This is an optimization exercise on Yosys and OpenROAD, whose aim is a short achievable clock period and few clock cycles, not a production implementation. Where RTL was checked, it was by simulation tests only, not by an equivalence proof against the original. Power figures rest on the tool's default switching activity, not on a simulated workload.

Setup of job 102:
==> flow/design.v <==
module csc16 (
    input  wire        clk,
    input  wire        rst,
    input  wire        cmd_valid,
    output wire        cmd_ready,
    input  wire [39:0] cmd_word,
    output wire        rsp_valid,
    output wire [2:0]  rsp_status,
    output wire [31:0] rsp_res,
    output reg         str_valid,
    output reg  [7:0]  str_data,
    output wire        tx_valid,
    output wire [7:0]  tx_data,
    input  wire        tx_ok,
    input  wire        tx_fail,
    output wire        rx_req,
    input  wire        rx_valid,
    input  wire [7:0]  rx_data,
    input  wire        rx_timeout,
    input  wire        rx_err
);
    localparam [2:0] ST_OK       = 3'd0;
    localparam [2:0] ST_SHORT    = 3'd1;
    localparam [2:0] ST_MISMATCH = 3'd2;
    localparam [2:0] ST_TRANSP   = 3'd3;
    localparam [2:0] ST_ILLEGAL  = 3'd4;
    function [15:0] crc_step;
        input [15:0] s;
        input [7:0]  b;
        integer i;
        reg [15:0] t;
        begin
            t = s ^ {b, 8'h00};
            for (i = 0; i < 8; i = i + 1)
                if (t[15]) t = (t << 1) ^ 16'h1021;
                else       t = t << 1;
            crc_step = t;
        end
    endfunction
    reg [15:0] crc;
    reg        ir;       
    reg        rr;       
    reg        txm;      
    reg        rxm;      
    reg        last;     
    reg        tl;       
    reg        dl;       
    reg        feed;     
    reg        decm;     
    reg        strm;     
    reg        ckm;      
    reg        s8;       
    reg        s16;      
    reg        hm;       
    reg        clrp;     
    reg        updp;     
    reg [2:0]  st;
    reg [31:0] R;        
    reg [31:0] sh;       
    reg [5:0]  cnt;      
    wire tdone = tl & tx_ok;
    wire ddone = dl & rx_valid;
    assign rsp_valid  = rr | tdone | ddone;
    assign cmd_ready  = ir | tdone | ddone;
    assign rsp_status = st;
    assign rsp_res    = {R[31:8] | {24{s8 & rx_data[7]}}, rxm ? rx_data : R[7:0]};
    assign tx_valid   = txm;
    assign rx_req     = rxm;
    assign tx_data    = sh[31:24];
    wire       take  = cmd_valid & cmd_ready;
    wire [7:0] op    = cmd_word[39:32];
    wire [31:0] imm  = cmd_word[31:0];
    wire [15:0] crc_a  = crc_step(crc, 8'h00);
    wire [15:0] crc_rx = crc_a ^ crc_step(16'h0000, rx_data);
    wire [15:0] crc_tx = crc_a ^ crc_step(16'h0000, sh[31:24]);
    wire        fd_rx  = rxm & feed & rx_valid;
    wire        fd_tx  = (txm & feed & tx_ok) | updp;
    wire [15:0] crc_nx = clrp ? 16'h0000 : fd_rx ? crc_rx : fd_tx ? crc_tx : crc;
    always @(posedge clk) begin
        if (rst)
            crc <= 16'h0000;
        else
            crc <= crc_nx;
    end
    always @(posedge clk) begin
        str_valid <= 1'b0;
        str_data  <= rx_data;
        rr   <= 1'b0;
        clrp <= 1'b0;
        updp <= 1'b0;
        if (rst) begin
            ir  <= 1'b1;
            txm <= 1'b0;
            rxm <= 1'b0;
            tl  <= 1'b0;
            dl  <= 1'b0;
            s8  <= 1'b0;
        end else begin
            if (txm) begin
                if (tx_fail) begin
                    txm <= 1'b0;
                    tl  <= 1'b0;
                    ir  <= 1'b1;
                    rr  <= 1'b1;
                    st  <= ST_TRANSP;
                    R   <= 32'd0;
                end else if (tx_ok) begin
                    sh   <= {sh[23:0], 8'd0};
                    cnt  <= cnt - 6'd1;
                    last <= (cnt == 6'd2);
                    tl   <= (cnt == 6'd2);
                    if (last) begin
                        txm <= 1'b0;
                        ir  <= 1'b1;
                    end
                end
            end
            if (rxm) begin
                if (rx_timeout | rx_err) begin
                    rxm <= 1'b0;
                    dl  <= 1'b0;
                    s8  <= 1'b0;
                    ir  <= 1'b1;
                    rr  <= 1'b1;
                    st  <= rx_timeout ? ST_SHORT : ST_TRANSP;
                    R   <= 32'd0;
                end else if (rx_valid) begin
                    if (strm) begin
                        cnt <= cnt + 6'd1;
                        if (rx_data == 8'h00) begin
                            rxm <= 1'b0;
                            ir  <= 1'b1;
                            rr  <= 1'b1;
                            R   <= {26'd0, cnt};
                        end else begin
                            str_valid <= 1'b1;
                            if (cnt == 6'd47) begin
                                rxm <= 1'b0;
                                ir  <= 1'b1;
                                rr  <= 1'b1;
                                R   <= {26'd0, cnt + 6'd1};
                            end
                        end
                    end else if (ckm) begin
                        last <= 1'b1;
                        if (!last) begin
                            hm       <= (rx_data == crc[15:8]);
                            R[15:8]  <= rx_data;
                        end else begin
                            rxm <= 1'b0;
                            ir  <= 1'b1;
                            rr  <= 1'b1;
                            if (hm && rx_data == crc[7:0]) begin
                                R <= {16'd0, R[15:8], rx_data};
                            end else begin
                                R  <= 32'd0;
                                st <= ST_MISMATCH;
                            end
                        end
                    end else begin
                        cnt  <= cnt - 6'd1;
                        last <= (cnt == 6'd2);
                        dl   <= (cnt == 6'd2);
                        R    <= {s16 ? {16{rx_data[7]}} : R[23:8], rx_data, 8'd0};
                        if (last) begin
                            rxm <= 1'b0;
                            dl  <= 1'b0;
                            s8  <= 1'b0;
                            ir  <= 1'b1;
                        end
                    end
                end
            end
            if (take) begin
                st   <= ST_OK;
                R    <= 32'd0;
                txm  <= 1'b0;
                rxm  <= 1'b0;
                tl   <= 1'b0;
                dl   <= 1'b0;
                s8   <= 1'b0;
                s16  <= 1'b0;
                decm <= 1'b0;
                strm <= 1'b0;
                ckm  <= 1'b0;
                feed <= 1'b0;
                last <= 1'b0;
                ir   <= 1'b1;
                cnt  <= 6'd0;
                sh   <= {imm[7:0], 24'd0};
                case (op)
                    8'h00: begin
                        clrp <= 1'b1;
                        rr   <= 1'b1;
                    end
                    8'h01: begin
                        updp <= 1'b1;
                        rr   <= 1'b1;
                    end
                    8'h02: begin
                        R    <= {16'd0, crc_nx};
                        rr   <= 1'b1;
                    end
                    8'h10, 8'h11, 8'h12, 8'h14, 8'h15, 8'h16: begin
                        txm  <= 1'b1;
                        ir   <= 1'b0;
                        feed <= 1'b1;
                        case (op[1:0])
                            2'd0: begin
                                sh   <= {imm[7:0], 24'd0};
                                cnt  <= 6'd1;
                                last <= 1'b1;
                                tl   <= 1'b1;
                            end
                            2'd1: begin
                                sh  <= {imm[15:0], 16'd0};
                                cnt <= 6'd2;
                            end
                            default: begin
                                sh  <= imm;
                                cnt <= 6'd4;
                            end
                        endcase
                    end
                    8'h30: begin
                        txm <= 1'b1;
                        ir  <= 1'b0;
                        sh  <= {crc_nx, 16'd0};
                        cnt <= 6'd2;
                    end
                    8'h20, 8'h21, 8'h22, 8'h24, 8'h25, 8'h26: begin
                        rxm  <= 1'b1;
                        ir   <= 1'b0;
                        feed <= 1'b1;
                        decm <= 1'b1;
                        case (op[1:0])
                            2'd0: begin
                                cnt  <= 6'd1;
                                last <= 1'b1;
                                dl   <= 1'b1;
                                s8   <= op[2];
                            end
                            2'd1: begin
                                cnt <= 6'd2;
                                s16 <= op[2];
                            end
                            default: cnt <= 6'd4;
                        endcase
                    end
                    8'h28: begin
                        rxm  <= 1'b1;
                        ir   <= 1'b0;
                        feed <= 1'b1;
                        strm <= 1'b1;
                    end
                    8'h31: begin
                        rxm <= 1'b1;
                        ir  <= 1'b0;
                        ckm <= 1'b1;
                        cnt <= 6'd2;
                    end
                    default: begin
                        st <= ST_ILLEGAL;
                        rr <= 1'b1;
                    end
                endcase
            end
        end
    end
endmodule
==> flow/config.mk <==
export PLATFORM = sky130hd
export DESIGN_NAME = csc16
export DESIGN_NICKNAME = csc16
export VERILOG_FILES = /design/flow/design.v
export SDC_FILE = /design/flow/constraint.sdc
export NUM_CORES = 4
export LEC_CHECK = 0
export ABC_CLOCK_PERIOD_IN_PS = 1500
export CAP_MARGIN = 20
export CORE_MARGIN = 2
export CORE_UTILIZATION = 40
export SETUP_SLACK_MARGIN = 3.0
export SLEW_MARGIN = 20
export TNS_END_PERCENT = 100
==> flow/constraint.sdc <==
create_clock -name core_clock -period 4.0 [get_ports {clk}]
set_input_delay 0.8000 -clock core_clock [delete_from_list [all_inputs] [get_ports {clk}]]
set_output_delay 0.8000 -clock core_clock [all_outputs]
set_load 0.01 [all_outputs]
run.sh (not shown) runs the stock make flow with config.mk's settings and CLKGATE_MAP_FILE= SYNTH_SCRIPT=/design/flow/synth_recipe.tcl, a recipe that flattens the netlist after the stock synthesis.
Testbench counts of job 102, summed over its fixed seeds: cycles 19,303.
The inputs of job 101 differ from those of job 102 as listed below.
--- a/flow/design.v
+++ b/flow/design.v
@@ -60,13 +60,13 @@
     reg [5:0]  cnt;      
     wire tdone = tl & tx_ok;
     wire ddone = dl & rx_valid;
     assign rsp_valid  = rr | tdone | ddone;
     assign cmd_ready  = ir | tdone | ddone;
     assign rsp_status = st;
-    assign rsp_res    = {R[31:8] | {24{s8 & rx_data[7]}}, rxm ? rx_data : R[7:0]};
+    assign rsp_res    = {R[31:8], rxm ? rx_data : R[7:0]};
     assign tx_valid   = txm;
     assign rx_req     = rxm;
     assign tx_data    = sh[31:24];
     wire       take  = cmd_valid & cmd_ready;
     wire [7:0] op    = cmd_word[39:32];
     wire [31:0] imm  = cmd_word[31:0];
@@ -154,12 +154,18 @@
                                 R <= {16'd0, R[15:8], rx_data};
                             end else begin
                                 R  <= 32'd0;
                                 st <= ST_MISMATCH;
                             end
                         end
+                    end else if (s8) begin
+                        rxm <= 1'b0;
+                        s8  <= 1'b0;
+                        ir  <= 1'b1;
+                        rr  <= 1'b1;
+                        R   <= {{24{rx_data[7]}}, rx_data};
                     end else begin
                         cnt  <= cnt - 6'd1;
                         last <= (cnt == 6'd2);
                         dl   <= (cnt == 6'd2);
                         R    <= {s16 ? {16{rx_data[7]}} : R[23:8], rx_data, 8'd0};
                         if (last) begin
@@ -234,13 +240,13 @@
                         feed <= 1'b1;
                         decm <= 1'b1;
                         case (op[1:0])
                             2'd0: begin
                                 cnt  <= 6'd1;
                                 last <= 1'b1;
-                                dl   <= 1'b1;
+                                dl   <= !op[2];
                                 s8   <= op[2];
                             end
                             2'd1: begin
                                 cnt <= 6'd2;
                                 s16 <= op[2];
                             end
Of job 101 and job 102, job 102 shows the lower number of non-clock buffers in the layout, with job 101 above it. Synthesized area, job 101 and job 102: smaller value in job 102. [compare] base=job 102 new=job 101: wire length went up; area of all placed cells without fillers went up; maximum achievable frequency went down. Cmp job 101 and job 102 / number of nets in the final layout / higher: job 101. On global-route usage: job 101 sits below job 102. Relative to job 102, the sum of internal, switching and leakage power measured on job 101 has decreased by a few percent. Job 101 reports its slowest library cell on the worst path as sky130_fd_sc_hd__o311ai_4 while job 102 reports sky130_fd_sc_hd__or4b_4. Setup slack in job 101 is 170 ps lower than in job 102. Synthesized instance count was higher in the run labelled job 101. The higher layout overhead on the synthesized area came out of job 102.
The RTL of job 101 was laid out without a check of its function.

## port drivers added, routing unchanged
How much do the figures lean on ideal ports? The routed layouts below were timed once more, with nothing changed but the port constraints. Step 1 (the two cells are an assumption about what drives the block):
set clk [get_ports {clk}]
set_driving_cell -lib_cell sky130_fd_sc_hd__clkbuf_16 $clk
set_driving_cell -lib_cell sky130_fd_sc_hd__buf_2 [delete_from_list [all_inputs] $clk]
Step 2 moves the port delays by t, midway between the first and last clock arrival at a register: inputs arrive t later, outputs are due t later. That takes back most of the time a late clock gives input paths. a / b / c = no drivers / after step 1 / after step 2; a / b = the first two.
| run | t, ns | setup WS [ns] | worst slew at a driven data input, ns | cell pins on the clock port's net |
|---|---|---|---|---|
| job 102 | 0.471 | 1.635 / 1.642 / 1.172 | 0.09 | 1 |
| job 101 | 0.473 | 1.469 / 1.478 / 1.005 | 0.09 | 1 |
After both steps every run listed still meets setup and hold. The setup slack of job 101, which loses most, moves by +0.009 ns with the drivers and by -0.464 ns with both steps.
